Context: an optimization exercise on an open-source flow, tuned for small area, a short achievable clock period and few clock cycles. The choices shown serve that exercise and are no tape-out recipe. Function was checked by simulation only, so behaviour that the tests miss may differ from the original. Power figures rest on the tool's default switching activity, not on a simulated workload.

### flow/flow/run.sh
#!/bin/bash
# Layout flow:
#  1. the standard synthesis, with only the ABC mapping script changed
#     (flow/synth_custom.tcl, flow/abc_custom.script);
set -euo pipefail
W=$PWD
export FLOW_ABC_SCRIPT=$W/flow/abc_custom.script
sed "s#SYNTH_SCRIPT=[^ ]*#SYNTH_SCRIPT=$W/flow/synth_custom.tcl#" standard.sh > custom.sh
grep -q "SYNTH_SCRIPT=$W/flow/synth_custom.tcl" custom.sh
bash custom.sh synth > synth.log 2>&1
bash custom.sh \
  BUFFER_PORTS_ARGS="-buffer_cell sky130_fd_sc_hd__buf_2" \
  SETUP_SLACK_MARGIN=11 \
  finish > layout.log 2>&1
### flow/flow/abc_custom.script
strash
dch
amap
topo
stime -c
buffer -c
upsize -c
dnsize -c
### flow/flow/synth_custom.tcl
# The standard synthesis script (synth_recipe.tcl), with one change: the
# ABC technology-mapping script is replaced by flow/abc_custom.script (area
# mapping with amap, which maps XOR logic to XOR cells). Everything else,
# including the flip-flop mapping, is the standard synthesis.
proc synth {args} { yosys synth -nofsm -noshare {*}$args }
proc my_swap_abc_script {name1 name2 op} {
  global abc_args
  set i [lsearch -exact $abc_args -script]
  if {$i >= 0} { lset abc_args [expr {$i + 1}] $::env(FLOW_ABC_SCRIPT) }
}
trace add variable ::abc_args write my_swap_abc_script
source $::env(SCRIPTS_DIR)/synth.tcl
# left out here: clear keep_hierarchy, flatten, clean up, hide names made inside functions, write 1_2_yosys.v
### flow/standard.sh
#!/bin/bash
# synth_recipe.tcl (not shown) runs the flow's synth.tcl, then flattens the netlist and writes it again
# the make line also repeats each setting of config.mk as NAME=value (left out here)
make -C /OpenROAD-flow-scripts/flow DESIGN_CONFIG=/design/flow/config.mk WORK_HOME=/design/flow/orfs CLKGATE_MAP_FILE= SYNTH_SCRIPT=/design/flow/synth_recipe.tcl "${@:-finish}"
### flow/config.mk
export PLATFORM = sky130hd
export DESIGN_NAME = saes_core
export DESIGN_NICKNAME = saes_core
export VERILOG_FILES = /design/flow/design.v
export SDC_FILE = /design/flow/constraint.sdc
export NUM_CORES = 4
export LEC_CHECK = 0
export CAP_MARGIN = 20
export CORE_MARGIN = 2
export CORE_UTILIZATION = 40
export SLEW_MARGIN = 20
### flow/constraint.sdc
create_clock -name core_clock -period 20.0 [get_ports {clk}]
set_input_delay 4.0000 -clock core_clock [delete_from_list [all_inputs] [get_ports {clk}]]
set_output_delay 4.0000 -clock core_clock [all_outputs]
set_load 0.01 [all_outputs]
### flow/design.v
module saes_sbox (
    input  wire [3:0] x,
    output wire [3:0] y
);
wire new_n9, new_n10, new_n11, new_n12, new_n13, new_n14, new_n15, new_n16,
    new_n17, new_n18, new_n19, new_n20, new_n21, new_n23, new_n24, new_n25,
    new_n26, new_n27, new_n29, new_n30, new_n32;
    assign new_n9 = (~(x[1]));
    assign new_n10 = (~(new_n9)) | (~(x[2]));
    assign new_n11 = (~(new_n10)) | (~(x[0]));
    assign new_n12 = (~(x[3]));
    assign new_n13 = (~(new_n11)) | (~(new_n12));
    assign new_n14 = (~(new_n13)) | (~(new_n9));
    assign new_n15 = (~(new_n12)) | (~(x[1]));
    assign new_n16 = (~(x[2]));
    assign new_n17 = (~(new_n16)) | (~(x[3]));
    assign new_n18 = (~(new_n15)) | (~(new_n17));
    assign new_n19 = (~(x[0]));
    assign new_n20 = (~(new_n18)) | (~(new_n19));
    assign new_n21 = (~(new_n14)) | (~(new_n20));
    assign y[0]= (~(new_n21));
    assign new_n23 = (~(x[0])&~(new_n10));
    assign new_n24 = (~(new_n20)) | (~(x[3]));
    assign new_n25 = (~(x[1])&~(new_n12));
    assign new_n26 = (~(new_n15));
    assign new_n27 = (~(new_n25)&~(new_n26)) | (~(new_n16));
    assign y[1]= (~(new_n23)&~(new_n24)) | (~(new_n27));
    assign new_n29 = (~(new_n24)) | (~(new_n9));
    assign new_n30 = (~(new_n23)&~(new_n13));
    assign y[2]= (~(new_n29)&~(new_n30)) | (~(new_n16)&~(new_n30));
    assign new_n32 = (~(new_n19)&~(new_n25));
    assign y[3]= (~(new_n27)&(new_n17)) | (~(new_n32)&(new_n17));
endmodule
module saes_sbox1 (
    input  wire       m,
    input  wire [3:0] x,
    output wire [3:0] y
);
    wire [4:0] xm = {m, x};
wire new_n10, new_n11, new_n12, new_n13, new_n14, new_n15, new_n16,
    new_n17, new_n18, new_n19, new_n21, new_n22, new_n23, new_n24, new_n25,
    new_n26, new_n27, new_n28, new_n30, new_n31, new_n32, new_n34, new_n35;
    assign new_n10 = (~(xm[1]));
    assign new_n11 = (~(xm[3]));
    assign new_n12 = (~(xm[2]));
    assign new_n13 = (~(new_n12)) | (~(xm[4]));
    assign new_n14 = (~(new_n12)&~(xm[4])) | (~(xm[0])) | (~(new_n13));
    assign new_n15 = (~(xm[4]));
    assign new_n16 = (~(new_n12)&~(new_n11));
    assign new_n17 = (~(xm[0])&~(new_n16)) | (~(new_n15)&~(new_n16));
    assign new_n18 = (~(new_n10)&~(new_n17));
    assign new_n19 = (~(xm[0])&~(new_n13));
    assign y[0]= ((new_n10)&(new_n11)&(new_n14)) | ((new_n18)) | ((new_n19));
    assign new_n21 = (~(xm[1])&~(new_n12));
    assign new_n22 = (~(xm[0])&~(xm[4]));
    assign new_n23 = (~(new_n10)&~(xm[2]));
    assign new_n24 = (~(xm[0])&~(new_n23)) | (~(xm[4])&~(new_n23));
    assign new_n25 = ((new_n24)) | (~(new_n11));
    assign new_n26 = (~(xm[0])) | (~(new_n12));
    assign new_n27 = (~(new_n15)&~(new_n26)) | (~(xm[3]));
    assign new_n28 = (~(new_n11)&~(new_n18)) | (~(new_n15)&~(new_n18));
    assign y[1]= (~(new_n21)&~(new_n25)&~(new_n23)) | (~(new_n21)&~(new_n25)&~(new_n28)) | (~(new_n21)&~(new_n27)&~(new_n23)) | (~(new_n22)&~(new_n25)&~(new_n23)) | (~(new_n21)&~(new_n27)&~(new_n28)) | (~(new_n22)&~(new_n25)&~(new_n28)) | (~(new_n22)&~(new_n27)&~(new_n23)) | (~(new_n22)&~(new_n27)&~(new_n28));
    assign new_n30 = (~(xm[3])&~(new_n21));
    assign new_n31 = (~(new_n16)&~(new_n30)&~(new_n22));
    assign new_n32 = (~(xm[1])&~(new_n24)) | (~(xm[4])&~(new_n24));
    assign y[2]= (~(new_n22)&~(new_n31)&~(new_n32)) | (~(new_n30)&~(new_n31)&~(new_n32));
    assign new_n34 = (~(xm[0])) | (~(xm[4])) | (~(new_n23));
    assign new_n35 = (~(new_n11)&~(new_n15)) | (~(xm[3])&~(xm[4])) | (~(new_n21));
    assign y[3]= (~(xm[0])&~(new_n28)) | (~(new_n25)) | (~(new_n34)) | (~(new_n35));
endmodule
module saes_sbox2 (
    input  wire       m,
    input  wire [3:0] x,
    output wire [3:0] y
);
    wire [4:0] xm = {m, x};
wire new_n10, new_n11, new_n12, new_n13, new_n14, new_n15, new_n16,
    new_n17, new_n18, new_n19, new_n20, new_n21, new_n22, new_n23, new_n25,
    new_n26, new_n27, new_n28, new_n29, new_n31, new_n32, new_n33, new_n34,
    new_n35, new_n37, new_n38;
    assign new_n10 = (~(xm[0]));
    assign new_n11 = (~(xm[2]));
    assign new_n12 = (~(xm[3]));
    assign new_n13 = (~(xm[4]));
    assign new_n14 = (~(new_n11)&~(new_n13));
    assign new_n15 = (~(new_n11)&~(new_n14)) | (~(new_n12)&~(new_n14));
    assign new_n16 = (~(new_n10)&~(new_n15)) | (~(xm[1]));
    assign new_n17 = (~(xm[2])&~(new_n13));
    assign new_n18 = (~(xm[1])&~(xm[2])) | (~(xm[0])&~(xm[3]));
    assign new_n19 = (~(xm[0])&~(xm[1])) | (~(new_n18));
    assign new_n20 = (~(new_n10)) | (~(new_n11)) | (~(xm[1])) | (~(xm[3]));
    assign new_n21 = (~(xm[0])&~(xm[1]));
    assign new_n22 = (~(new_n17)) | (~(new_n21));
    assign new_n23 = (~(new_n17)&~(new_n19)) | (~(new_n20)) | (~(new_n22));
    assign y[0]= (~(new_n16)&~(new_n23)) | (~(xm[3])&~(new_n23));
    assign new_n25 = (~(xm[1]));
    assign new_n26 = (~(new_n10)&~(new_n25)) | (~(xm[2])) | (~(xm[3]));
    assign new_n27 = (~(new_n26)) | (~(new_n19));
    assign new_n28 = (~(xm[2])&~(new_n25)) | (~(new_n12));
    assign new_n29 = (~(new_n28)&~(xm[4])) | (~(new_n20)&~(xm[4]));
    assign y[1]= (~(xm[2])&~(new_n27)&~(new_n29)) | (~(xm[2])&~(xm[4])&~(new_n29)) | (~(new_n21)&~(new_n27)&~(new_n29)) | (~(new_n21)&~(xm[4])&~(new_n29));
    assign new_n31 = (~(xm[0])&~(xm[3])) | (~(xm[1])&~(xm[3]));
    assign new_n32 = (~(new_n10)&~(new_n15));
    assign new_n33 = (~(new_n15));
    assign new_n34 = (~(xm[0])&~(new_n33));
    assign new_n35 = (~(new_n32)&~(new_n34)) | (~(new_n25));
    assign y[2]= (~(new_n11)&~(new_n31)) | (~(new_n35));
    assign new_n37 = (~(xm[0])&~(xm[3])&~(new_n14));
    assign new_n38 = (~(new_n33)&~(new_n37)) | (~(xm[1])&~(new_n37));
    assign y[3]= (~(new_n26)&~(new_n32)) | (~(new_n38));
endmodule
module saes_gmul (
    input  wire [3:0] a,
    input  wire [3:0] b,
    output wire [3:0] p
);
    wire [3:0] a0 = a;
    wire [3:0] a1 = {a0[2:0], 1'b0} ^ {2'b00, a0[3], a0[3]};
    wire [3:0] a2 = {a1[2:0], 1'b0} ^ {2'b00, a1[3], a1[3]};
    wire [3:0] a3 = {a2[2:0], 1'b0} ^ {2'b00, a2[3], a2[3]};
    assign p = ({4{b[0]}} & a0) ^ ({4{b[1]}} & a1) ^
               ({4{b[2]}} & a2) ^ ({4{b[3]}} & a3);
endmodule
module saes_mul4 (
    input  wire [3:0] a,
    output wire [3:0] p
);
    assign p = {a[1], a[0] ^ a[3], a[2] ^ a[3], a[2]};
endmodule
module saes_mul9 (
    input  wire [3:0] a,
    output wire [3:0] p
);
    assign p = {a[0], a[3], a[2], a[1] ^ a[0]};
endmodule
module saes_mix_col (
    input  wire [15:0] x,
    output wire [15:0] y
);
    wire [3:0] a4, b4, c4, d4;
    saes_mul4 m_a (.a(x[15:12]), .p(a4));
    saes_mul4 m_b (.a(x[11:8]),  .p(b4));
    saes_mul4 m_c (.a(x[7:4]),   .p(c4));
    saes_mul4 m_d (.a(x[3:0]),   .p(d4));
    assign y = {x[15:12] ^ c4, x[11:8] ^ d4, a4 ^ x[7:4], b4 ^ x[3:0]};
endmodule
module saes_mul9_16 (
    input  wire [15:0] x,
    output wire [15:0] y
);
    saes_mul9 m3 (.a(x[15:12]), .p(y[15:12]));
    saes_mul9 m2 (.a(x[11:8]),  .p(y[11:8]));
    saes_mul9 m1 (.a(x[7:4]),   .p(y[7:4]));
    saes_mul9 m0 (.a(x[3:0]),   .p(y[3:0]));
endmodule
module saes_keyexp (
    input  wire [15:0] key,
    output wire [15:0] rk0,
    output wire [15:0] rk1,
    output wire [15:0] rk2,
    output wire [15:0] sb            
);
    wire [7:0] w0 = key[15:8];
    wire [7:0] w1 = key[7:0];
    wire [7:0] t1, t2;
    wire [7:0] w2, w3, w4, w5;
    saes_sbox s1h (.x(w1[3:0]), .y(t1[7:4]));
    saes_sbox s1l (.x(w1[7:4]), .y(t1[3:0]));
    assign w2 = w0 ^ t1 ^ 8'h80;
    assign w3 = w1 ^ w2;
    saes_sbox s2h (.x(w3[3:0]), .y(t2[7:4]));
    saes_sbox s2l (.x(w3[7:4]), .y(t2[3:0]));
    assign w4 = w2 ^ t2 ^ 8'h30;
    assign w5 = w3 ^ w4;
    assign rk0 = {w0, w1};
    assign rk1 = {w2, w3};
    assign rk2 = {w4, w5};
endmodule
module saes_stage (
    input  wire        m,
    input  wire        kz,           
    input  wire [15:0] x,
    input  wire [15:0] key,
    input  wire [15:0] xa,           
    input  wire [15:0] xc,           
    output wire [15:0] y,
    output wire [15:0] mid,
    output wire [15:0] rk1,
    output wire [15:0] rk2,
    output wire [15:0] sb            
);
    wire [15:0] r0, r1, r2, r1m, r1i;
    saes_keyexp u_kx (.key(key), .rk0(r0), .rk1(r1), .rk2(r2));
    saes_mix_col u_mk (.x(r1), .y(r1m));
    saes_mul9_16 u_m9 (.x(r1m), .y(r1i));
    wire [15:0] ka = (kz ? 16'h0000 : (m ? r2 : r0)) ^ xa;
    wire [15:0] kb = m ? r1i : r1;
    wire [15:0] kc = (m ? r0 : r2) ^ xc;
    wire [15:0] a  = x ^ ka;
    wire [15:0] as = {a[15:8], a[3:0], a[7:4]};
    wire [15:0] b, bm, c, cs, d;
    saes_sbox1 b3 (.m(m), .x(as[15:12]), .y(b[15:12]));
    saes_sbox1 b2 (.m(m), .x(as[11:8]),  .y(b[11:8]));
    saes_sbox1 b1 (.m(m), .x(as[7:4]),   .y(b[7:4]));
    saes_sbox1 b0 (.m(m), .x(as[3:0]),   .y(b[3:0]));
    saes_mix_col u_mc (.x(b), .y(bm));
    assign c  = bm ^ kb;
    assign cs = {c[15:8], c[3:0], c[7:4]};
    saes_sbox2 d3 (.m(m), .x(cs[15:12]), .y(d[15:12]));
    saes_sbox2 d2 (.m(m), .x(cs[11:8]),  .y(d[11:8]));
    saes_sbox2 d1 (.m(m), .x(cs[7:4]),   .y(d[7:4]));
    saes_sbox2 d0 (.m(m), .x(cs[3:0]),   .y(d[3:0]));
    assign y   = d ^ kc;
    assign mid = c;
    assign sb  = b;
    assign rk1 = r1;
    assign rk2 = r2;
endmodule
module saes_core (
    input  wire        clk,
    input  wire        rst,      
    input  wire        req,
    input  wire        we,
    input  wire [3:0]  addr,
    input  wire [15:0] wdata,
    output wire        ack,
    output reg  [15:0] rdata
);
    localparam [3:0] A_DIN    = 4'h0;
    localparam [3:0] A_KEY1   = 4'h1;
    localparam [3:0] A_KEY2   = 4'h2;
    localparam [3:0] A_KEY3   = 4'h3;
    localparam [3:0] A_IV     = 4'h4;
    localparam [3:0] A_CMD    = 4'h5;
    localparam [3:0] A_STATUS = 4'h6;
    localparam [3:0] A_DOUT   = 4'h7;
    localparam [3:0] A_R1I    = 4'h8;
    localparam [3:0] A_CHAIN  = 4'h9;
    localparam [3:0] A_RK0    = 4'hA;
    localparam [3:0] A_RK1    = 4'hB;
    localparam [3:0] A_RK2    = 4'hC;
    localparam [3:0] OP_NOP   = 4'h0;
    localparam [3:0] OP_GMUL  = 4'h1;
    localparam [3:0] OP_SUBN  = 4'h2;
    localparam [3:0] OP_ISUBN = 4'h3;
    localparam [3:0] OP_SHROW = 4'h4;
    localparam [3:0] OP_MIXC  = 4'h5;
    localparam [3:0] OP_IMIXC = 4'h6;
    localparam [3:0] OP_KEXP  = 4'h7;
    localparam [3:0] OP_ENC   = 4'h8;
    localparam [3:0] OP_DEC   = 4'h9;
    localparam [3:0] OP_CBCI  = 4'hA;
    localparam [3:0] OP_CBCE  = 4'hB;
    localparam [3:0] OP_CBCD  = 4'hC;
    reg [15:0] din, key1, key2, key3, iv;
    reg [7:0]  cmd_code;
    reg        cv;
    reg [1:0]  ecode;
    reg        eany;
    reg [15:0] dout, r1i, chain, rk0;
    reg        dv, rv, kv;           
    reg        fin, fin_ce;
    reg        md_dec, md_cbc;       
    reg [1:0]  md_v;
    reg [1:0]  stg;                  
    reg [15:0] s;                    
    reg        pend;                 
    reg [3:0]  pa;                   
    reg        pav;                  
    reg        pm;                   
    wire ld1  = (pa == A_RK0 && pav) || (pa == A_RK1 && !pav);
    wire ld2  = (pa == A_RK1 && pav) || (pa == A_RK2 && !pav);
    wire parr = ld1 || ld2;
    wire hold = (pa == A_RK1 || pa == A_RK2) && pav;    
    wire rd_hit = (addr == pa) && pav;
    wire ldrk   = pav ? (req && !pend && !we && rd_hit) : 1'b1;
    assign ack = req & ~pend & (we | rd_hit);
    wire acc    = req & ~pend;
    wire acc_wr = acc & we;
    wire [7:0] code    = wdata[7:0];
    wire [3:0] opc     = code[7:4];
    wire [1:0] var_sel = code[3:2];
    reg legal;
    always @(*) begin
        legal = 1'b0;
        if (code[1:0] == 2'b00) begin
            case (opc)
                OP_NOP, OP_GMUL, OP_SUBN, OP_ISUBN, OP_SHROW,
                OP_MIXC, OP_IMIXC, OP_KEXP, OP_CBCI:
                    legal = (var_sel == 2'b00);
                OP_ENC, OP_DEC, OP_CBCE, OP_CBCD:
                    legal = (var_sel != 2'b11);
                default:
                    legal = 1'b0;
            endcase
        end
    end
    wire needs_chain = (opc == OP_CBCE) || (opc == OP_CBCD);
    wire is_cipher   = (opc == OP_ENC) || (opc == OP_DEC) || needs_chain;
    wire run_ok      = legal && !(needs_chain && !cv);
    wire c_dec       = (opc == OP_DEC) || (opc == OP_CBCD);
    wire [3:0] md_opc = md_dec ? (md_cbc ? OP_CBCD : OP_DEC) : (md_cbc ? OP_CBCE : OP_ENC);
    wire hit = (code[7:2] == {md_opc, md_v}) && ((md_v == 2'b00) || (stg == 2'd2)) && !parr;
    wire acc_cmd = acc_wr && (addr == A_CMD);
    reg       mP;
    reg [1:0] ksel;                  
    always @(*) begin
        case (stg)
            2'd2: begin
                mP   = md_dec ? (md_v == 2'b01) : (md_v == 2'b10);
                ksel = (md_dec && md_v == 2'b01) ? 2'd0 : 2'd1;
            end
            2'd3: begin
                mP   = md_dec;
                ksel = md_dec ? 2'd0 : 2'd2;
            end
            default: begin
                mP   = pm ? cmd_code[4] : md_dec;
                ksel = md_dec ? md_v : 2'd0;
            end
        endcase
    end
    reg [15:0] keyP;
    always @(*) begin
        if (parr)
            keyP = rk0;
        else case (ksel)
            2'd1:    keyP = key2;
            2'd2:    keyP = key3;
            default: keyP = key1;
        endcase
    end
    wire [15:0] base = ((md_v == 2'b00) || pend) ? din : wdata;
    wire last   = (stg == {1'b0, md_v[1]} + {1'b0, md_v != 2'b00} + 2'd1);    
    wire [15:0] chain_eff = fin_ce ? s : chain;
    wire [15:0] dout_eff  = fin ? s : dout;
    wire [15:0] xP   = (stg != 2'd1) ? s : base;
    wire [15:0] xaP  = (stg == 2'd1 && md_cbc && !md_dec && !pm) ? chain_eff : 16'h0000;
    wire [15:0] xcP  = (last && md_cbc && md_dec) ? chain_eff : 16'h0000;
    wire [15:0] yP, midP, rk1x, rk2x, sbP;
    saes_stage u_p (.m(mP), .kz(pm), .x(xP), .key(keyP), .xa(xaP), .xc(xcP),
                    .y(yP), .mid(midP), .rk1(rk1x), .rk2(rk2x), .sb(sbP));
    wire [15:0] sb2P = {sbP[14:12], sbP[15], sbP[10:8], sbP[11], sbP[6:4], sbP[7], sbP[2:0], sbP[3]}
                     ^ {2'b00, sbP[15], 1'b0, 2'b00, sbP[11], 1'b0, 2'b00, sbP[7], 1'b0, 2'b00, sbP[3], 1'b0};
    wire [15:0] sbsel = cmd_code[4] ? sb2P : sbP;
    wire [15:0] subn_res = {sbsel[15:8], sbsel[3:0], sbsel[7:4]};
    wire commit = pend ? (last && !pm) : (acc_cmd && run_ok && is_cipher && hit && !md_v[1]);
    wire step   = pend ? !last : (acc_cmd && run_ok && is_cipher && hit && md_v[1]);
    wire [3:0]  gmul_res;
    wire [15:0] mixc_res, imixc_res;
    saes_gmul    u_gmul  (.a(din[7:4]), .b(din[3:0]), .p(gmul_res));
    saes_mix_col u_mixc  (.x(din), .y(mixc_res));
    saes_mul9_16 u_imixc (.x(mixc_res), .y(imixc_res));
    reg [15:0] prim_res;
    always @(*) begin
        case (opc)
            OP_GMUL:  prim_res = {12'h000, gmul_res};
            OP_SHROW: prim_res = {din[15:8], din[3:0], din[7:4]};
            OP_MIXC:  prim_res = mixc_res;
            default:  prim_res = imixc_res;
        endcase
    end
    wire is_prim = (opc == OP_GMUL) || (opc == OP_SHROW) || (opc == OP_MIXC) || (opc == OP_IMIXC);
    wire is_sub  = (opc == OP_SUBN) || (opc == OP_ISUBN);
    always @(posedge clk) begin
        if (rst) begin
            din      <= 16'h0000;
            key1     <= 16'h0000;
            key2     <= 16'h0000;
            key3     <= 16'h0000;
            iv       <= 16'h0000;
            cmd_code <= 8'h00;
            cv       <= 1'b0;
            ecode    <= 2'b00;
            eany     <= 1'b0;
            dv       <= 1'b0;
            rv       <= 1'b0;
            kv       <= 1'b0;
            md_dec   <= 1'b0;
            md_cbc   <= 1'b1;
            md_v     <= 2'b00;
            stg      <= 2'd1;
            pend     <= 1'b0;
            pa       <= A_DOUT;
            pav      <= 1'b1;
            pm       <= 1'b0;
            fin      <= 1'b0;
            fin_ce   <= 1'b0;
        end else begin
            fin    <= commit;
            fin_ce <= commit && md_cbc && !md_dec;
            if (acc_wr) begin
                case (addr)
                    A_DIN:  din  <= wdata;
                    A_KEY1: key1 <= wdata;
                    A_KEY2: key2 <= wdata;
                    A_KEY3: key3 <= wdata;
                    A_IV:   iv   <= wdata;
                    default: ;
                endcase
            end
            pav <= 1'b1;
            if (req && !pend && !we) begin
                if (!rd_hit) begin
                    pa  <= addr;
                    pav <= !(addr == A_RK1 || addr == A_RK2) || (addr == pa && !pav);
                end else case (addr)
                    A_DOUT:  pa <= (cmd_code == 8'h80) ? A_R1I : A_CHAIN;
                    A_R1I:   pa <= A_STATUS;
                    A_CHAIN: pa <= A_STATUS;
                    A_STATUS: pa <= A_DOUT;
                    A_RK0:   pa <= A_RK1;
                    A_RK1:   pa <= A_RK2;
                    default: ;
                endcase
            end else if (acc_wr && !acc_cmd) begin
                if (pa == A_RK0 || pa == A_RK1 || pa == A_RK2) begin
                    pa  <= A_DOUT;
                    pav <= 1'b1;
                end
            end else if (acc_cmd) begin
                if (!run_ok)
                    pa <= A_STATUS;
                else if (is_prim || is_sub || is_cipher)
                    pa <= A_DOUT;
                else if (opc == OP_KEXP)
                    pa <= A_RK0;
                else
                    pa <= A_STATUS;
            end
            if (acc_cmd) begin
                cmd_code <= code;
                if (!legal) begin
                    ecode <= 2'b01;
                    eany  <= 1'b1;
                end else if (needs_chain && !cv) begin
                    ecode <= 2'b10;
                    eany  <= 1'b1;
                end else begin
                    ecode <= 2'b00;
                    if (is_prim || is_sub)
                        dv <= 1'b1;
                    if (is_sub) begin
                        pm   <= 1'b1;
                        pend <= 1'b1;
                    end
                    if (opc == OP_KEXP)
                        kv <= 1'b1;
                    if (opc == OP_CBCI) begin
                        cv <= 1'b1;
                        if (md_cbc && !md_dec)
                            md_dec <= 1'b1;
                    end
                    if (is_cipher && !hit) begin
                        md_dec <= c_dec;
                        md_cbc <= needs_chain;
                        md_v   <= var_sel;
                        pend   <= 1'b1;
                    end
                    if (is_cipher && hit && md_v[1])
                        pend   <= 1'b1;
                end
            end
            if (commit) begin
                dv <= 1'b1;
                if (!md_dec && !md_cbc && md_v == 2'b00)
                    rv <= 1'b1;
            end
            if (pend) begin
                if (pm) begin
                    pend <= 1'b0;
                    pm   <= 1'b0;
                end else if (last) begin
                    pend <= 1'b0;
                    stg  <= 2'd1;
                end else begin
                    stg  <= stg + 2'd1;
                end
            end else if (acc_wr) begin
                if (step)
                    stg <= 2'd3;
                else if (addr == A_DIN && md_v != 2'b00 && stg == 2'd1 && !parr)
                    stg <= 2'd2;
                else
                    stg <= 2'd1;
            end else if (parr && ldrk) begin
                stg <= 2'd1;             
            end
        end
    end
    always @(posedge clk) begin
        if (parr) begin
            if (ldrk)
                s <= ld1 ? rk1x : rk2x;
        end else if (hold && !acc_wr) begin
        end else if (stg == 2'd1 || step || commit)
            s <= yP;
        if (fin) begin
            dout <= s;
            if (fin_ce)
                chain <= s;
        end
        if (commit) begin
            if (md_cbc && md_dec)
                chain <= din;
            if (!md_dec && !md_cbc && md_v == 2'b00)
                r1i <= midP;
        end
        if (pend && pm) begin
            dout <= subn_res;
        end else if (acc_cmd && run_ok && is_prim) begin
            dout <= prim_res;
        end
        if (acc_cmd && run_ok) begin
            if (opc == OP_KEXP)
                rk0 <= key1;
            if (opc == OP_CBCI)
                chain <= iv;
        end
    end
    always @(*) begin
        case (pa)
            A_DIN:    rdata = din;
            A_KEY1:   rdata = key1;
            A_KEY2:   rdata = key2;
            A_KEY3:   rdata = key3;
            A_IV:     rdata = iv;
            A_CMD:    rdata = {8'h00, cmd_code};
            A_STATUS: rdata = {12'h000, eany, ecode, cv};
            A_DOUT:   rdata = dv ? dout_eff : 16'h0000;
            A_R1I:    rdata = rv ? r1i : 16'h0000;
            A_CHAIN:  rdata = cv ? chain_eff : 16'h0000;
            A_RK0:    rdata = kv ? rk0 : 16'h0000;
            A_RK1:    rdata = kv ? s : 16'h0000;
            A_RK2:    rdata = kv ? s : 16'h0000;
            default:  rdata = 16'h0000;
        endcase
    end
endmodule
==> flow_summary.toml, run 1 <==
[run_status]
status = "complete, no violations"

[pwr]
p_seq_share_pct = 28.9
vdd_drop_max_uv = 60.3
power_density_nw_per_um2 = 98.3
internal-power_uw = 931
pwr-share-clk_pct = 20.9
comb_power_share_pct = 50.2
p_sw_share_pct = 44.9
switching_power_uw = 759
leakagePower_nw = 6.21

[die]
initial_core_util_pct = 40.3
rows = 69
io_pins = 41
die_w_um = 193
die_area_sq_um = 37100
die_h_um = 193
coreArea_sq_um = 35300

[clock_tree]
numClockSinks = 190
root_buffer = "clkbuf_16"
cts-buffers-inserted = 17
clk_pin_slew_ns = 0.08
holdBufCountCts = 0
cts_buffer_depth = 2
clkLatencyLatePin_ns = 0.46
tritoncts = "built"
htree_levels = 4

[route]
dr.first_iter.drc_count = 2676
routed_wirelength_um = 69600
route.vias.total = 17342
ant_nets = 0
drc_errors = 0
vias_per_cell = 6.82
wl_per_cell_um = 27.4
dr.pass1.iters = 12

[synthesis]
ys_types = 79
syn-cell-area_sq_um = 14200
ys.flop_type = "dfxtp_1"
synth_cells = 1960
synth_area_per_cell_sq_um = 7.25
ys_ff_latch = 190
yosys_warnings = 1
synthesis.nets = 2001
yosysSeqAreaShare_pct = 30.1
synth-async-reset-ratio_pct = 0
synth-edff-count = 48

[timing]
rsz0062_at_grt = "false"
max_freq_mhz = 110
whs_ns = 0.432
slew_violations = 0
fin_tns_setup_ns = 0
finClkSkew_ns = 0.0134
slew_headroom_pct = 20.8
finalSetupViolCount = 0
fin_crit_sh_pct = 45.4
worst_slack_ns = 10.93
hold_violations = 0
worstMarginPinSlew_ns = 1.17
min_period_ns = 9.07

[global_routing]
grt_pass1_wl_um = 97800
first_global_vias = 14988
use_met3_pct = 8.17
grt_usage_pct = 35.8
grt.busiest_layer = "met2"
antenna_found_initial = 2
met2_usage_pct = 55.7
gr-usage-met1_pct = 47.8
gr-total-overflow = 0
grt_max_degree = 63

[setup_path]
critPathBufInv = 3
cp_max_fo = 9
cp.required_ns = 16.00
cpMaxStageDelayCell = "nor4_4"
worstPathArrival_ns = 5.07
path_class = "primary input to primary output"
endpoint_kind = "primary output"
slowest_delay_ns = 0.35
cp-start-kind = "primary input"
critical-path-top-delay-family = "simple AND/OR/NAND/NOR gates"
crit_path_cell_trace = "buf_12 > clkinv_4 > o22ai_2 > nor4_4 > nand2_2 > o21ai_1 > buf_2"

[min_path]
hp-class = "flop to flop"

[final_layout]
regArea_sq_um = 4290
final_layout_size_suffix_gt1_share_pct = 22.8
multi_input_area_sq_um = 9440
nets = 2107
layout_commonest_cell = "nor2_1"
fill_cells = 3439
layout_common_cells = "nor2_1 (324), o22ai_1 (210), a21oi_1 (177)"
areaGrowthSynthToFinish_pct = 20.9

[job]
cap_violations = 0

[place]
place_hpwl_um = 49000
gp_congestion = 1.03
pre_cts_ws_ns = 9.47
numPortBuffers = 40
[layer usage]
layer | routed length [um] | part of all wire [%] | up-vias
met1 | 26900 | 39 | 8217
met5 | 12 | 0.017 | -
met3 | 8590 | 12 | 274
met4 | 3950 | 5.7 | 2
met2 | 30200 | 43 | 1298
li1 | - | - | 7551
[registers in the layout, summed over array words and instances, names as in the netlist, 2 cells and up]
name / cells
chain: 16
key2: 16
cmd_code: 8
din: 16
stg: 2
pa: 4
key1: 16
rk0: 16
key3: 16
dout: 16
md_v: 2
ecode: 2
iv: 16
s: 16
r1i: 16
[cell type report]
class / count / area share (%)
multi-input combinational: 1445 / 54.9
timing repair buffer: 199 / 8.60
clock buffer: 19 / 2.53
clock inverter: 13 / 0.851
sequential: 190 / 24.9
tap: 461 / 3.35
antenna: 1 / 0.0146
inverter: 213 / 4.83
[what timing repair did]
action / CTS / global route
pin swaps: 13 / 47
setup endpoints to repair: 28 / 39
buffers inserted: 53 / 76
resized for setup: 41 / 132
gates cloned: 0 / 1
[final timing paths]
| kind | start | slack [ns] | cells after the start | endpoint |
|---|---|---|---|---|
| max | addr[0] | 10.93 | 7 | ack |
| min | key1[1]$_SDFFE_PP0P_ | 0.43 | 0 | rk0[1]$_DFFE_PP_ |
| max reg2reg | pa[0]$_SDFFE_PP1P_ | 11.32 | 43 | s[8]$_DFFE_PP_ |
| min reg2reg | key1[1]$_SDFFE_PP0P_ | 0.43 | 0 | rk0[1]$_DFFE_PP_ |
[power groups by stage]
| stage | clock (mW) | sequential (mW) | combinational [mW] |
|---|---|---|---|
| 2_1_floorplan | 0 | 0.461 | 0.506 |
| 3_3_place_gp | 0 | 0.492 | 0.653 |
| 3_5_place_dp | 0 | 0.491 | 0.661 |
| 4_1_cts | 0.348 | 0.482 | 0.701 |
| 5_1_grt | 0.363 | 0.484 | 0.914 |
| 6_report | 0.353 | 0.488 | 0.849 |
[synthesized netlist by cell type, types with 5 or more instances]
cell       count  area share, %
a2111oi_0      6           0.37
a211oi_1      16           0.84
a21oi_1      193            6.8
a21oi_2       27            1.7
a221oi_1      40            2.5
a221oi_2       5           0.53
a222oi_1       8           0.56
a22oi_1       80            4.2
a31oi_1        6           0.26
buf_2         10           0.35
clkbuf_1      97            2.6
clkinv_1      10           0.26
dfxtp_1      142             20
edfxtp_1      48             10
ha_1          17            1.5
inv_1        163            4.3
inv_2         38            1.0
nand2_1       88            2.3
nand3_1       11           0.39
nand4_1        5           0.22
nor2_1       331            8.7
nor2_2        13           0.57
nor2b_1        9           0.40
nor3_1        28           0.99
nor4_1         6           0.26
o211ai_1      12           0.63
o21a_1        10           0.53
o21ai_0      119            4.2
o21ai_1       39            1.4
o21ai_2        7           0.43
o221ai_1      33            2.0
o22a_1        11           0.68
o22ai_1      225            9.9
o22ai_2        8           0.70
o22ai_4        6           0.84
o32ai_1        6           0.37
o41ai_1        5           0.31
or4_1          5           0.26
xor2_1         6           0.37
[kinds of logic after synthesis]
kind of cell	count (synthesis)	share of synthesized area [%]
compound gates	903	43.3
xor+xnor	9	0.713
fa+ha+maj	17	1.50
buf+inv	325	8.76
flops	190	30.1
simple gates	516	15.6
[stage by stage]
| stage | power, mW | utilization [%] | cell area (sq um) | instances |
|---|---|---|---|---|
| floorplan | 0.967 | - | 14200 | 1960 |
| CTS | 1.53 | 45.3 | 16000 | 2462 |
| detailed placement | 1.15 | 41.9 | 14800 | 2377 |
| finish | 1.69 | 48.7 | 17200 | 2541 |
| global placement | 1.14 | 41.9 | 14800 | 2377 |
| global route | 1.76 | 48.7 | 17200 | 2540 |
Testbench counts, summed over its fixed seeds: cycles 59,727.
==> run 2: changes to the inputs <==
--- a/flow/design.v
+++ b/flow/design.v
@@ -405,10 +405,11 @@
                     pa  <= addr;
                     pav <= !(addr == A_RK1 || addr == A_RK2) || (addr == pa && !pav);
                 end else case (addr)
-                    A_DOUT:  pa <= (cmd_code == 8'h80) ? A_R1I : A_CHAIN;
+                    A_DOUT:  pa <= (cmd_code == 8'h80) ? A_R1I :
+                                   (cmd_code[7:4] == OP_CBCE || cmd_code[7:4] == OP_CBCD) ? A_CHAIN : A_STATUS;
                     A_R1I:   pa <= A_STATUS;
                     A_CHAIN: pa <= A_STATUS;
-                    A_STATUS: pa <= A_DOUT;
+                    A_STATUS: pa <= (ecode == 2'b01) ? A_CMD : A_DOUT;
                     A_RK0:   pa <= A_RK1;
                     A_RK1:   pa <= A_RK2;
                     default: ;
==> run 2 against run 1 <==
Combinational power is 18% higher. Sequential cell count stayed put. Clock skew is 0.0017 ns higher. Die area is 0.41% higher. Critical path type unchanged. Cell area is 1.8% lower. Global-route usage hardly changed. Core utilization is 0.97 points lower.
==> flow_summary.toml, run 2 <==
[timing]
slew_headroom_pct = 24.7
worstMarginPinSlew_ns = 1.13
fin_crit_sh_pct = 44.8
min_period_ns = 8.95
whs_ns = 0.436
rsz0062_at_grt = "true"
finClkSkew_ns = 0.0150
hold_violations = 0
finalSetupViolCount = 0
fin_tns_setup_ns = 0
slew_violations = 0
max_freq_mhz = 112

[setup_path]
path_class = "primary input to primary output"
worstPathArrival_ns = 4.95
reg2regPathDepth = 46
cp_max_fo = 4
cp.required_ns = 16.00
endpoint_kind = "primary output"
cp-start-kind = "primary input"

[synthesis]
synth-async-reset-ratio_pct = 0
synthesis.nets = 2012
synth_area_per_cell_sq_um = 7.24
ys.flop_type = "dfxtp_1"
syn-cell-area_sq_um = 14300
synth.most_common_cell = "nor2_1"
yosysSeqAreaShare_pct = 30.0
synth_area_leaders = "dfxtp_1 (20%), edfxtp_1 (10%), o22ai_1 (9.6%)"
yosys-top-cells-count = "nor2_1 (337), o22ai_1 (219), a21oi_1 (190)"
synth-edff-count = 48
yosys_warnings = 1
synth_area_leader_cell = "dfxtp_1"
ys_ff_latch = 190
ys_types = 75
yosys.area.top_type_share_pct = 19.9
synth_cells = 1971

[pwr]
p_sw_share_pct = 46.9
vdd_drop_max_uv = 108
power_density_nw_per_um2 = 109
comb_power_share_pct = 54.2
switching_power_uw = 865
leakagePower_nw = 5.94
pwr-share-clk_pct = 18.6
internal-power_uw = 980
p_seq_share_pct = 27.1

[die]
initial_core_util_pct = 40.3
io_pins = 41
coreArea_sq_um = 35400
die_h_um = 193
die_area_sq_um = 37200
die_w_um = 193
rows = 69

[clock_tree]
cts_buffer_depth = 2
numClockSinks = 190
tritoncts = "built"
holdBufCountCts = 0
clk_pin_slew_ns = 0.08
htree_levels = 4
clkLatencyLatePin_ns = 0.47
root_buffer = "clkbuf_16"
cts-buffers-inserted = 17

[run_status]
status = "complete, no violations"

[min_path]
whs_path_depth = 0
hp-class = "flop to flop"

[route]
routed_wirelength_um = 68600
dr.first_iter.drc_count = 2035
route.vias.total = 16986
vias_per_cell = 6.74
ant_nets = 0
drc_errors = 0
wl_per_cell_um = 27.2
dr.pass1.iters = 7

[global_routing]
grt_max_degree = 66
grt_usage_pct = 35.7
first_global_vias = 15307
grt_pass1_wl_um = 98400
antenna_found_initial = 1
gr-total-overflow = 0

[final_layout]
areaGrowthSynthToFinish_pct = 18.3
final_layout_size_suffix_gt1_share_pct = 21.4
fill_cells = 3564
diodes = 0
nets = 2086
layout_common_cells = "nor2_1 (331), o22ai_1 (204), a21oi_1 (176)"
layout_commonest_cell = "nor2_1"

[job]
cap_violations = 0

[place]
place_hpwl_um = 49700
gp_congestion = 1.01
numPortBuffers = 40
[run 2: area by class of cell]
cell class                 count  area (sq um)  area share, %
clock buffer                  19           433           2.56
tap                          461           577           3.41
clock inverter                13           124          0.733
timing repair buffer         162          1140           6.77
multi-input combinational   1450          9460           56.0
sequential                   190          4290           25.4
inverter                     224           872           5.16
[run 2: worst paths after layout]
check	to	slack, ns	start
min	rk0[8]$_DFFE_PP_	0.44	key1[8]$_SDFFE_PP0P_
min reg2reg	rk0[8]$_DFFE_PP_	0.44	key1[8]$_SDFFE_PP0P_
max	ack	11.05	addr[0]
max reg2reg	s[8]$_DFFE_PP_	11.21	stg[0]$_SDFFE_PP1P_
[run 2: critical path: stages]
cell and delay, ns:
buf_6 0.11, inv_4 0.05, o22ai_2 0.06, nor4_2 0.31
nand2_1 0.14, o21ai_1 0.12, buf_2 0.15
[run 2: cell families (layout without fill, tap and decap cells)]
family          Yosys count  after routing  share of synthesized area (%)
xor+xnor                  6              6                          0.368
compound gates          904            904                           43.6
buf+inv                 331            418                           9.11
simple gates            523            523                           15.4
flops                   190            190                           30.0
fa+ha+maj                17             17                           1.49
[run 2: what timing repair did]
action                                  4_1_cts  5_1_grt
setup buffers                                24       68
pin swaps                                    16       40
endpoints found under the setup margin       41       17
hold endpoints to repair                      0        0
gates resized for setup                      56       91
[run 2: per-stage QoR]
step	cell area (sq um)	cells	worst slack, ns	util [%]	power (mW)
after CTS	15900	2451	10.97	45.0	1.71
after detailed placement	14900	2395	9.02	42.0	1.32
after global routing	16900	2519	10.76	47.7	1.93
after floorplan	14300	1971	11.05	-	1.08
final	16900	2519	11.05	47.7	1.84
after global placement	14900	2395	9.27	42.0	1.30
[run 2: routing by layer]
layer  GRT usage [%]  wire [um]
met1            46.2      26800
met2            55.9      30300
met3            6.31       6510
met4            21.1       4960
met5               0          9
[run 2: power groups by stage]
stage	combinational [mW]	clock (mW)	sequential (mW)
2_1_floorplan	0.609	0	0.474
3_3_place_gp	0.797	0	0.505
3_5_place_dp	0.814	0	0.505
4_1_cts	0.869	0.345	0.496
5_1_grt	1.08	0.358	0.499
6_report	1.00	0.344	0.501
Testbench counts of run 2, summed over its fixed seeds: cycles 59,570.
==> run 3: changes to the inputs <==
--- a/flow/flow/run.sh
+++ b/flow/flow/run.sh
@@ -10,5 +10,5 @@
 bash custom.sh synth > synth.log 2>&1
 bash custom.sh \
   BUFFER_PORTS_ARGS="-buffer_cell sky130_fd_sc_hd__buf_2" \
-  SETUP_SLACK_MARGIN=11 \
+  SETUP_SLACK_MARGIN=10.6 \
   finish > layout.log 2>&1
==> run 3 against run 2 <==
Clock-buffer cell count stayed put. Core utilization decreased by 1.7 points. Worst setup slack lost 0.27 ns. Die area is the same. Sequential cell count unchanged. Global-route usage decreased by 0.26 points. First-iteration DRC count rose by 7.3%. Non-clock buffer count down 38. Critical path type unchanged. Critical endpoint unchanged. Largest cell class unchanged. Largest power group unchanged.
==> flow_summary.toml, run 3 <==
[route]
dr.pass1.iters = 6
vias_per_cell = 6.71
routed_wirelength_um = 67300
dr.first_iter.drc_count = 2183
drc_errors = 0
route.vias.total = 16654
wl_per_cell_um = 27.1
ant_nets = 0

[die]
coreArea_sq_um = 35400
initial_core_util_pct = 40.3
die_area_sq_um = 37200
rows = 69
io_pins = 41
die_w_um = 193
die_h_um = 193

[final_layout]
layout_commonest_cell = "nor2_1"
diodes = 0
final_layout_size_suffix_gt1_share_pct = 18.2
nets = 2048
layout_common_cells = "nor2_1 (335), o22ai_1 (211), a21oi_1 (179)"
stdcell_area_sq_um = 16300
fill_cells = 3608
areaGrowthSynthToFinish_pct = 14.1
utilization_pct = 46.0

[synthesis]
synth_cells = 1971
yosys-top-cells-count = "nor2_1 (337), o22ai_1 (219), a21oi_1 (190)"
synthesis.nets = 2012
yosys_warnings = 1
synth-edff-count = 48
ys.flop_type = "dfxtp_1"
synth_area_leader_cell = "dfxtp_1"
synth-async-reset-ratio_pct = 0
ys_types = 75
syn-cell-area_sq_um = 14300
synth_area_per_cell_sq_um = 7.24
synth.most_common_cell = "nor2_1"
synth_area_leaders = "dfxtp_1 (20%), edfxtp_1 (10%), o22ai_1 (9.6%)"
yosysSeqAreaShare_pct = 30.0
yosys.area.top_type_share_pct = 19.9
ys_ff_latch = 190

[timing]
finalSetupViolCount = 0
hold_violations = 0
slew_headroom_pct = 23.4
max_freq_mhz = 108
rsz0062_at_grt = "true"
whs_ns = 0.436
finClkSkew_ns = 0.0141
fin_crit_sh_pct = 46.1
fin_tns_setup_ns = 0
worstMarginPinSlew_ns = 1.15
slew_violations = 0
min_period_ns = 9.22

[pwr]
leakagePower_nw = 5.71
vdd_drop_max_uv = 100
power_density_nw_per_um2 = 110

[place]
place_hpwl_um = 49700
numPortBuffers = 40
dpl_cell_area_sq_um = 14900
gp_congestion = 1.01

[min_path]
hp-class = "flop to flop"

[global_routing]
grt_pass1_wl_um = 97500
grt_max_degree = 66
grt_usage_pct = 35.5
antenna_found_initial = 1
gr-total-overflow = 0
first_global_vias = 15028

[clock_tree]
htree_levels = 4
tritoncts = "built"
clkLatencyLatePin_ns = 0.48
clk_pin_slew_ns = 0.08
numClockSinks = 190
root_buffer = "clkbuf_16"
cts_buffer_depth = 2
cts-buffers-inserted = 17

[setup_path]
endpoint_kind = "primary output"
cp_max_fo = 7
worstPathArrival_ns = 5.22
cp.required_ns = 16.00
cp-start-kind = "primary input"
path_class = "primary input to primary output"

[run_status]
status = "complete, no violations"

[job]
cap_violations = 0
-- run 3: what timing repair did --
item                       CTS  global route
resized for setup           18            59
hold endpoints to repair     0             0
buffers inserted             7            47
setup endpoints to repair   33            17
hold buffers                 0             0
pin swaps                    6            27
-- run 3: critical path, cell delays in order --
cell,delay (ns)
buf_2,0.13
inv_1,0.14
o22ai_1,0.11
nor4_2,0.30
nand2_1,0.21
o21ai_0,0.18
buf_2,0.15
-- run 3: worst paths after layout --
check                                            from                 to  slack, ns  cells past startpoint
worst min register to register  key1[10]$_SDFFE_PP0P_  rk0[10]$_DFFE_PP_       0.44                      0
worst max register to register    stg[0]$_SDFFE_PP1P_    s[12]$_DFFE_PP_      10.88                     42
worst max-delay path                          addr[3]                ack      10.78                      7
worst min-delay path            key1[10]$_SDFFE_PP0P_  rk0[10]$_DFFE_PP_       0.44                      0
-- run 3: report_power, final --
part	switching, mW	internal, mW
clock network	0.181	0.165
logic	0.606	0.335
registers	0.0520	0.449
total	0.839	0.949
-- run 3: metal layers --
metal / vias to the layer above / wire length [um] / track usage (%)
met4: 2 / 4470 / 20.2
met2: 1051 / 29600 / 55.1
met3: 240 / 6510 / 6.84
met1: 7912 / 26700 / 46.1
li1: 7449 / - / -
met5: - / 13 / 0
-- run 3: per-stage QoR --
stage / std cells / total power [mW] / setup slack [ns]
3_3_place_gp: 2395 / 1.30 / 9.27
4_1_cts: 2434 / 1.67 / 10.55
3_5_place_dp: 2395 / 1.32 / 9.02
5_1_grt: 2481 / 1.88 / 10.44
2_1_floorplan: 1971 / 1.08 / 11.05
6_report: 2481 / 1.79 / 10.78
-- run 3: layout make-up --
| class | instances | area [sq um] | area share, % |
|---|---|---|---|
| Multi-Input combinational cell | 1450 | 9180 | 56.4 |
| Sequential cell | 190 | 4290 | 26.3 |
| Clock inverter | 13 | 124 | 0.761 |
| Tap cell | 461 | 577 | 3.54 |
| Timing Repair Buffer | 124 | 831 | 5.10 |
| Clock buffer | 19 | 433 | 2.66 |
| Inverter | 224 | 852 | 5.23 |
-- run 3: kinds of logic after synthesis --
kind of cell             Yosys count  synth area share (%)
buffers and inverters            331                  9.11
AND/OR/NAND/NOR                  523                  15.4
flip-flops                       190                  30.0
AO/OA/AOI/OAI                    904                  43.6
XOR/XNOR                           6                 0.368
adder cells (fa/ha/maj)           17                  1.49
==> run 4: changes to the inputs <==
--- a/flow/flow/run.sh
+++ b/flow/flow/run.sh
@@ -10,5 +10,5 @@
 bash custom.sh synth > synth.log 2>&1
 bash custom.sh \
   BUFFER_PORTS_ARGS="-buffer_cell sky130_fd_sc_hd__buf_2" \
-  SETUP_SLACK_MARGIN=10.6 \
+  SETUP_SLACK_MARGIN=10.8 \
   finish > layout.log 2>&1
--- a/flow/config.mk
+++ b/flow/config.mk
@@ -7,5 +7,5 @@
 export LEC_CHECK = 0
 export CAP_MARGIN = 20
 export CORE_MARGIN = 2
-export CORE_UTILIZATION = 40
+export CORE_UTILIZATION = 50
 export SLEW_MARGIN = 20
==> run 4 against run 3 <==
Critical path depth is the same. Cell count is 2.1% lower. Critical endpoint unchanged. Clock power rose by 6%. Wire length fell by 3.0%. Via count grew 1.4%. Worst hold slack lost 0.0025 ns. Fmax grew 1.3%. Sequential power about the same. Clock-buffer cell count increased by 1. Still clean. Core utilization rose by 14 points.
==> flow_summary.toml, run 4 <==
[final_layout]
fill_cells = 2614
final_layout_size_suffix_gt1_share_pct = 21.1
layout_commonest_cell = "nor2_1"
layout_common_cells = "nor2_1 (327), o22ai_1 (207), a21oi_1 (170)"
nets = 2078
diodes = 0
areaGrowthSynthToFinish_pct = 17.0

[route]
drc_errors = 0
dr.pass1.iters = 8
ant_nets = 0
wl_per_cell_um = 26.9
dr.first_iter.drc_count = 2615
vias_per_cell = 6.96
route.vias.total = 16887
routed_wirelength_um = 65300

[setup_path]
crit_path_cell_trace = "buf_2 > inv_1 > o22ai_1 > nor4_2 > nand2_1 > o21ai_0 > buf_2"
cp-start-kind = "primary input"
cpMaxStageDelayCell = "nor4_2"
cp_max_fo = 5
cp.required_ns = 16.00
path_class = "primary input to primary output"
slowest_delay_ns = 0.28
worstPathArrival_ns = 5.10
endpoint_kind = "primary output"
cp_common_cell = "buf_2"

[timing]
finalSetupViolCount = 0
fin_crit_sh_pct = 45.5
worstMarginPinSlew_ns = 1.23
hold_violations = 0
rsz0062_at_grt = "true"
fin_tns_setup_ns = 0
slew_headroom_pct = 18.2
min_period_ns = 9.10
finClkSkew_ns = 0.0124
max_freq_mhz = 110
slew_violations = 0

[pwr]
vdd_drop_max_uv = 73.3
total_power_mw = 1.85
power_density_nw_per_um2 = 111
leakagePower_nw = 5.93

[global_routing]
grt_pass1_wl_um = 94700
grt_max_degree = 62
antenna_found_initial = 2
first_global_vias = 14926
gr-total-overflow = 0
grt_usage_pct = 41.3

[clock_tree]
tritoncts = "built"
root_buffer = "clkbuf_16"
cts-buffers-inserted = 17
cts_buffer_depth = 2
clk_pin_slew_ns = 0.07
holdBufCountCts = 0
clkLatencyLatePin_ns = 0.46
numClockSinks = 190
htree_levels = 4

[synthesis]
yosys.area.top_type_share_pct = 19.9
yosys_warnings = 1
synth_area_per_cell_sq_um = 7.24
yosysSeqAreaShare_pct = 30.0
syn-cell-area_sq_um = 14300
yosys-top-cells-count = "nor2_1 (337), o22ai_1 (219), a21oi_1 (190)"
synthesis.nets = 2012
synth-async-reset-ratio_pct = 0
synth_area_leader_cell = "dfxtp_1"
ys.flop_type = "dfxtp_1"
ys_ff_latch = 190
synth_area_leaders = "dfxtp_1 (20%), edfxtp_1 (10%), o22ai_1 (9.6%)"
synth.most_common_cell = "nor2_1"
ys_types = 75
synth_cells = 1971
synth-edff-count = 48

[die]
io_pins = 41
initial_core_util_pct = 51.1
die_h_um = 173
coreArea_sq_um = 27900
die_area_sq_um = 29900
die_w_um = 173
rows = 61

[place]
place_hpwl_um = 48100
gp_congestion = 1.08
numPortBuffers = 40

[job]
cap_violations = 0

[run_status]
status = "complete, no violations"

[min_path]
hp-class = "flop to flop"
==> run 4: final timing paths <==
kind,from,to,slack [ns],cells past startpoint
setup / recovery,addr[3],ack,10.90,7
hold / removal,key1[1]$_SDFFE_PP0P_,rk0[1]$_DFFE_PP_,0.43,0
setup reg to reg,stg[0]$_SDFFE_PP1P_,s[8]$_DFFE_PP_,10.96,48
hold reg to reg,key1[1]$_SDFFE_PP0P_,rk0[1]$_DFFE_PP_,0.43,0
==> run 4: timing repair <==
item	in CTS	in global routing
gates resized for setup	31	100
pin swaps	7	36
endpoints found under the setup margin	24	17
setup buffers	13	67
==> run 4: cells by family after synthesis <==
group	Yosys count	synth area share [%]
AO/OA/AOI/OAI	904	43.6
AND/OR/NAND/NOR	523	15.4
buffers and inverters	331	9.11
flip-flops	190	30.0
adder cells (fa/ha/maj)	17	1.49
XOR/XNOR	6	0.368
==> run 4: metal layers <==
metal	routed length [um]	vias up	global-route usage [%]
li1	-	7522	-
met1	25500	7887	55.7
met2	27300	1249	60.7
met3	8880	227	12.5
met4	3660	2	18.4
met5	13	-	0
==> run 4: through the flow <==
stage / hold slack, ns / area [sq um] / cells / util, % / setup WS (ns)
detailed placement: 0.416 / 14800 / 2315 / 52.9 / 9.44
floorplan: 0.408 / 14300 / 1971 / - / 11.05
CTS: 0.432 / 15600 / 2360 / 56.0 / 10.83
global route: 0.434 / 16700 / 2428 / 59.8 / 10.57
global placement: 0.409 / 14800 / 2315 / 52.9 / 9.58
finish: 0.433 / 16700 / 2428 / 59.8 / 10.90
==> run 4: final cells by class <==
cell class,instances,area [sq um],area share (%)
clock buffers,20,447,2.67
clock inverters,12,149,0.891
inverters,224,855,5.12
multi-input cells,1450,9420,56.4
flip-flops and latches,190,4290,25.7
well taps,378,473,2.83
repair buffers,154,1080,6.44
==> run 4: critical path, delay by kind of cell <==
| kind | cells | cell delay [ns] |
|---|---|---|
| AO/OA/AOI/OAI | 2 | 0.27 |
| buffers and inverters | 3 | 0.41 |
| AND/OR/NAND/NOR | 2 | 0.42 |
==> run 4: report_power, final <==
| part | internal [mW] | switching (mW) | leakage (nW) |
|---|---|---|---|
| Clock | 0.191 | 0.173 | 0.290 |
| Sequential | 0.449 | 0.0531 | 1.61 |
| Combinational | 0.362 | 0.624 | 4.03 |
==> run 5: changes to the inputs <==
--- a/flow/config.mk
+++ b/flow/config.mk
@@ -7,5 +7,5 @@
 export LEC_CHECK = 0
 export CAP_MARGIN = 20
 export CORE_MARGIN = 2
-export CORE_UTILIZATION = 50
+export CORE_UTILIZATION = 30
 export SLEW_MARGIN = 20
==> run 5 against run 4 <==
Cell count up 8.8%. Synthesized cell count stayed put. Clock skew grew 0.010 ns. Sequential power fell by 0.8%. Largest cell class unchanged. Wire length rose by 5.0%. Non-clock buffer count is 16 lower. Core utilization fell by 24 points. Worst setup slack better by 0.024 ns. Clock-buffer cell count unchanged. Cell area is essentially flat.
==> flow_summary.toml, run 5 <==
[route]
route.vias.total = 16804
wl_per_cell_um = 26.0
ant_nets = 0
dr.first_iter.drc_count = 2128
routed_wirelength_um = 68500
drc_errors = 0
dr.pass1.iters = 8
vias_per_cell = 6.36

[pwr]
pwr-share-clk_pct = 20.2
power_density_nw_per_um2 = 107
total_power_mw = 1.78
p_sw_share_pct = 46.4
leakagePower_nw = 5.81
vdd_drop_max_uv = 78.0
switching_power_uw = 827
internal-power_uw = 956
comb_power_share_pct = 51.9
p_seq_share_pct = 27.9

[clock_tree]
clkLatencyLatePin_ns = 0.46
holdBufCountCts = 0
cts_buffer_depth = 2
clk_pin_slew_ns = 0.08
root_buffer = "clkbuf_16"
tritoncts = "built"
cts-buffers-inserted = 17
htree_levels = 4
numClockSinks = 190

[timing]
slew_violations = 0
slew_headroom_pct = 27.2
max_freq_mhz = 110
finClkSkew_ns = 0.0226
min_period_ns = 9.07
fin_tns_setup_ns = 0
worstMarginPinSlew_ns = 1.09
rsz0062_at_grt = "false"
fin_crit_sh_pct = 45.4
hold_violations = 0
finalSetupViolCount = 0

[setup_path]
cp_max_fo = 6
worstPathArrival_ns = 5.07
cpMaxStageDelayCell = "nor4_2"
endpoint_kind = "primary output"
path_class = "primary input to primary output"
cp.required_ns = 16.00
slowest_delay_ns = 0.31
cp_common_cell = "buf_2"
crit_path_cell_trace = "buf_2 > inv_1 > o22ai_1 > nor4_2 > nand2_1 > o21ai_1 > buf_2"
cp-start-kind = "primary input"
rrSetupSlack_ns = 11.11

[synthesis]
syn-cell-area_sq_um = 14300
synth_cells = 1971
synth-async-reset-ratio_pct = 0
yosysSeqAreaShare_pct = 30.0
ys_ff_latch = 190
yosys-top-cells-count = "nor2_1 (337), o22ai_1 (219), a21oi_1 (190)"
synth_area_leaders = "dfxtp_1 (20%), edfxtp_1 (10%), o22ai_1 (9.6%)"
synth_area_per_cell_sq_um = 7.24
synthesis.nets = 2012
synth.most_common_cell = "nor2_1"
yosys.area.top_type_share_pct = 19.9
synth_area_leader_cell = "dfxtp_1"
yosys_warnings = 1
ys_types = 75
synth-edff-count = 48
ys.flop_type = "dfxtp_1"

[place]
dp_cells = 2544
numPortBuffers = 40
place_hpwl_um = 50500
dpl_cell_area_sq_um = 15100
gp_congestion = 0.993

[final_layout]
stdcell_count = 2641
layout_commonest_cell = "nor2_1"
nets = 2062
stdcell_area_sq_um = 16700
areaGrowthSynthToFinish_pct = 17.1
diodes = 0
layout_common_cells = "nor2_1 (331), o22ai_1 (209), a21oi_1 (178)"
final_layout_size_suffix_gt1_share_pct = 19.8

[global_routing]
grt_pass1_wl_um = 99500
grt_usage_pct = 26.6
gr-total-overflow = 0
antenna_found_initial = 1
grt_max_degree = 72
first_global_vias = 15179

[die]
io_pins = 41
die_area_sq_um = 49300
initial_core_util_pct = 30.5
die_h_um = 222
coreArea_sq_um = 46800
die_w_um = 222
rows = 79

[job]
cap_violations = 0

[run_status]
status = "complete, no violations"

[min_path]
hp-class = "flop to flop"
==> run 5: cell counts after synthesis <==
Identical to the previous run, type by type.
==> run 5: path summary, 6_finish.rpt <==
| check | start | end | depth (start not counted) |
|---|---|---|---|
| min reg2reg | key1[14]$_SDFFE_PP0P_ | rk0[14]$_DFFE_PP_ | 0 |
| max reg2reg | stg[0]$_SDFFE_PP1P_ | s[2]$_DFFE_PP_ | 46 |
| max | addr[2] | ack | 7 |
| min | key1[14]$_SDFFE_PP0P_ | rk0[14]$_DFFE_PP_ | 0 |
==> run 5: cell families after synthesis <==
group / Yosys count / synth area share, %
buffers and inverters: 331 / 9.11
flip-flops: 190 / 30.0
AND/OR/NAND/NOR: 523 / 15.4
XOR/XNOR: 6 / 0.368
AO/OA/AOI/OAI: 904 / 43.6
adder cells (fa/ha/maj): 17 / 1.49
==> run 5: what timing repair did <==
action	CTS	global route
pin swaps	4	25
endpoints found under the hold margin	0	0
resized for setup	23	80
setup buffers	7	58
setup endpoints to repair	20	17
==> run 5: worst max-delay path, delay by kind of cell <==
| kind | cells | cell delay, ns |
|---|---|---|
| buffers and inverters | 3 | 0.40 |
| AO/OA/AOI/OAI | 2 | 0.24 |
| AND/OR/NAND/NOR | 2 | 0.42 |
==> run 5: power groups by stage <==
stage | combinational (mW) | clock [mW] | sequential [mW]
final | 0.926 | 0.359 | 0.498
after CTS | 0.824 | 0.360 | 0.493
after global routing | 1.01 | 0.374 | 0.496
after detailed placement | 0.811 | 0 | 0.502
after global placement | 0.793 | 0 | 0.503
after floorplan | 0.609 | 0 | 0.474
==> run 5: cell type report <==
class | instances | area (sq um)
flip-flops and latches | 190 | 4290
fillers | 4919 | 30000
multi-input cells | 1450 | 9260
clock inverters | 12 | 145
well taps | 607 | 759
inverters | 224 | 856
repair buffers | 138 | 952
clock buffers | 20 | 459
==> run 5: metal layers <==
metal  track usage, %  share of wire (%)  up-vias  wire length (um)
met5                0              0.019        -                13
met1             35.5                 40     8084             27800
met3             4.17                9.2      195              6300
met4             12.1                5.1        2              3510
li1                 -                  -     7478                 -
met2             42.1                 45     1045             31000
==> run 5: metrics by stage <==
step | setup WS, ns | hold slack (ns) | utilization [%]
floorplan | 11.05 | 0.408 | -
global placement | 9.83 | 0.410 | 32.2
detailed placement | 9.60 | 0.415 | 32.2
CTS | 10.76 | 0.434 | 33.9
global route | 10.66 | 0.438 | 35.8
finish | 10.93 | 0.433 | 35.8
==> run 6: changes to the inputs <==
--- a/flow/config.mk
+++ b/flow/config.mk
@@ -7,5 +7,5 @@
 export LEC_CHECK = 0
 export CAP_MARGIN = 20
 export CORE_MARGIN = 2
-export CORE_UTILIZATION = 30
+export CORE_UTILIZATION = 20
 export SLEW_MARGIN = 20
==> run 6 against run 5 <==
Critical endpoint unchanged. First-iteration DRC count up 52%. Global-route usage down 9.6 points. Die area up 49%. Critical path depth unchanged. Worst hold slack better by 0.00061 ns. Combinational power up 19%. Clock power up 3%. Core utilization down 11 points. Worst setup slack worse by 0.0038 ns.
==> flow_summary.toml, run 6 <==
[run_status]
status = "complete, no violations"

[job]
cap_violations = 0

[clock_tree]
cts_buffer_depth = 2
clkLatencyLatePin_ns = 0.46
holdBufCountCts = 0
clk_pin_slew_ns = 0.07
cts-buffers-inserted = 17
root_buffer = "clkbuf_16"
tritoncts = "built"
numClockSinks = 190
htree_levels = 4

[pwr]
vdd_drop_max_uv = 112
leakagePower_nw = 6.05
comb_power_share_pct = 55.9
p_sw_share_pct = 45.6
internal-power_mw = 1.07
pwr-share-clk_pct = 18.7
total_power_mw = 1.96
p_seq_share_pct = 25.3
power_density_nw_per_um2 = 111
switching_power_uw = 896

[synthesis]
yosys_warnings = 1
synth.most_common_cell = "nor2_1"
syn-cell-area_sq_um = 14300
ys.flop_type = "dfxtp_1"
yosys-top-cells-count = "nor2_1 (337), o22ai_1 (219), a21oi_1 (190)"
synthesis.nets = 2012
synth-async-reset-ratio_pct = 0
synth_area_leaders = "dfxtp_1 (20%), edfxtp_1 (10%), o22ai_1 (9.6%)"
synth_area_per_cell_sq_um = 7.24
synth_area_leader_cell = "dfxtp_1"
synth_cells = 1971
ys_ff_latch = 190
synth-edff-count = 48
yosys.area.top_type_share_pct = 19.9
yosysSeqAreaShare_pct = 30.0
ys_types = 75

[final_layout]
stdcell_area_sq_um = 17700
layout_common_cells = "nor2_1 (320), o22ai_1 (201), a21oi_1 (169)"
diodes = 0
nets = 2093
layout_commonest_cell = "nor2_1"
final_layout_size_suffix_gt1_share_pct = 22.8
areaGrowthSynthToFinish_pct = 24.2

[place]
numPortBuffers = 40
dpl_cell_area_sq_um = 15500
gp_congestion = 0.988
place_hpwl_um = 48200

[setup_path]
timing.rr.end = "s[11]$_DFFE_PP_"
cp_common_cell = "buf_2"
cp_max_fo = 6
endpoint_kind = "primary output"
r2r-start = "stg[0]$_SDFFE_PP1P_"
cp-start-kind = "primary input"
rrSetupSlack_ns = 11.01
cpMaxStageDelayCell = "nor4_2"
critPathBufInv = 3
slowest_delay_ns = 0.33
crit_path_cell_trace = "buf_2 > inv_1 > o22ai_1 > nor4_2 > nand2_1 > o21ai_1 > buf_2"
worstPathArrival_ns = 5.08
critical-path-top-delay-family = "simple AND/OR/NAND/NOR gates"
cp.required_ns = 16.00
critPathLaunch = "addr[2]"
setup.worst_path.end = "ack"
path_class = "primary input to primary output"
reg2regPathDepth = 49
cp.depth = 7

[global_routing]
gr-total-overflow = 0
grt_usage_pct = 17.0
first_global_vias = 14598
grt_pass1_wl_um = 96000
antenna_found_initial = 2
grt_max_degree = 62

[die]
coreArea_sq_um = 70400
rows = 97
die_area_sq_um = 73500
die_h_um = 271
die_w_um = 271
initial_core_util_pct = 20.3
io_pins = 41

[timing]
finalSetupViolCount = 0
worstMarginPinSlew_ns = 1.08
finClkSkew_ns = 0.0125
max_freq_mhz = 110
rsz0062_at_grt = "true"
min_period_ns = 9.08
slew_headroom_pct = 27.6
hold_violations = 0
fin_tns_setup_ns = 0
slew_violations = 0
fin_crit_sh_pct = 45.4

[route]
ant_nets = 0
dr.pass1.iters = 9
route.vias.total = 16946
drc_errors = 0
vias_per_cell = 5.64
wl_per_cell_um = 22.5
routed_wirelength_um = 67400
dr.first_iter.drc_count = 3224

[min_path]
hp-class = "flop to flop"
==> run 6: cell counts after synthesis <==
No cell type changed its count.
==> run 6: per-layer routing <==
layer / part of all wire, % / GRT usage (%) / up-vias
met2: 41 / 24.9 / 1241
met5: 0 / 0 / -
met1: 40 / 23.1 / 7900
met4: 5.2 / 6.52 / 0
met3: 13 / 5.28 / 260
li1: - / - / 7545
==> run 6: worst min path at each step <==
stage | slack, ns | endpoint | cells after the start | from
2_1_floorplan | 0.41 | rk0[0]$_DFFE_PP_ | 0 | key1[0]$_SDFFE_PP0P_
3_3_place_gp | 0.41 | rk0[14]$_DFFE_PP_ | 0 | key1[14]$_SDFFE_PP0P_
3_5_place_dp | 0.42 | rk0[14]$_DFFE_PP_ | 0 | key1[14]$_SDFFE_PP0P_
4_1_cts | 0.43 | rk0[4]$_DFFE_PP_ | 0 | key1[4]$_SDFFE_PP0P_
5_1_grt | 0.44 | rk0[12]$_DFFE_PP_ | 0 | key1[12]$_SDFFE_PP0P_
6_report | 0.43 | rk0[4]$_DFFE_PP_ | 0 | key1[4]$_SDFFE_PP0P_
==> run 6: layout make-up <==
type	count	area, sq um
tap	940	1180
multi-input combinational	1450	9610
inverter	224	856
clock buffer	23	504
fill	7777	52700
clock inverter	7	100
sequential	190	4290
timing repair buffer	169	1210
==> run 6: kinds of logic after synthesis <==
group | count (synthesis) | synth area share, %
buffers and inverters | 331 | 9.11
AOI/OAI and AO/OA | 904 | 43.6
and+or+nand+nor | 523 | 15.4
adders and majority gates | 17 | 1.49
xor gates and xnor gates | 6 | 0.368
DFF | 190 | 30.0
==> run 6: repair_timing <==
item / CTS / global route
pin swaps: 11 / 57
gates resized for setup: 33 / 141
endpoints found under the setup margin: 20 / 17
setup buffers: 18 / 77
==> run 6: per-stage QoR <==
stage / instances / hold WS [ns] / setup slack, ns / util [%]
after global routing: 3003 / 0.443 / 10.56 / 25.2
after floorplan: 1971 / 0.408 / 11.05 / -
after CTS: 2926 / 0.433 / 10.84 / 23.4
final: 3003 / 0.434 / 10.92 / 25.2
after global placement: 2878 / 0.409 / 9.50 / 22.0
after detailed placement: 2878 / 0.416 / 9.47 / 22.0
==> run 6: power by group through the flow <==
stage          Combinational [mW]  Clock (mW)  Sequential [mW]
3_5_place_dp                0.827           0            0.500
4_1_cts                     0.874       0.367            0.491
3_3_place_gp                0.825           0            0.502
2_1_floorplan               0.609           0            0.474
5_1_grt                      1.17       0.383            0.496
6_report                     1.10       0.368            0.498

separate check: timing with driven ports:
In the flow no input, the clock included, has a driving cell. The finished layouts below were timed again as built, in two steps. Step 1, drivers: a clkbuf_16 drives clk and a buf_2 each remaining input, both assumed. Step 2 adds t to the input delays and takes it off the output delays; t is the mean of the earliest and latest rising clock arrival at the registers after step 1. Input paths then give back, and output paths get back, about the clock's delay inside the block. Slacks: ideal / step 1 / step 2; pairs: ideal / step 1.
| run | t, ns | setup WS [ns] | worst setup path after step 2 | worst register clock-pin slew, ns | cell pins on the clock port's net |
|---|---|---|---|---|---|
| run 1 | 0.500 | 10.926 / 10.880 / 10.507 | input to register | 0.09 / 0.09 | 1 |
| run 2 | 0.520 | 11.048 / 11.009 / 11.009 | input to output | 0.08 / 0.08 | 1 |
| run 3 | 0.520 | 10.782 / 10.759 / 10.759 | input to output | 0.09 / 0.09 | 1 |
| run 4 | 0.504 | 10.903 / 10.883 / 10.883 | input to output | 0.08 / 0.08 | 1 |
| run 5 | 0.498 | 10.928 / 10.899 / 10.899 | input to output | 0.09 / 0.09 | 1 |
| run 6 | 0.505 | 10.924 / 10.904 / 10.904 | input to output | 0.08 / 0.08 | 1 |
After both steps every run listed still meets setup and hold. For run 1, which loses most, drivers alone change the setup slack by -0.046 ns; drivers and shift together by -0.419 ns.
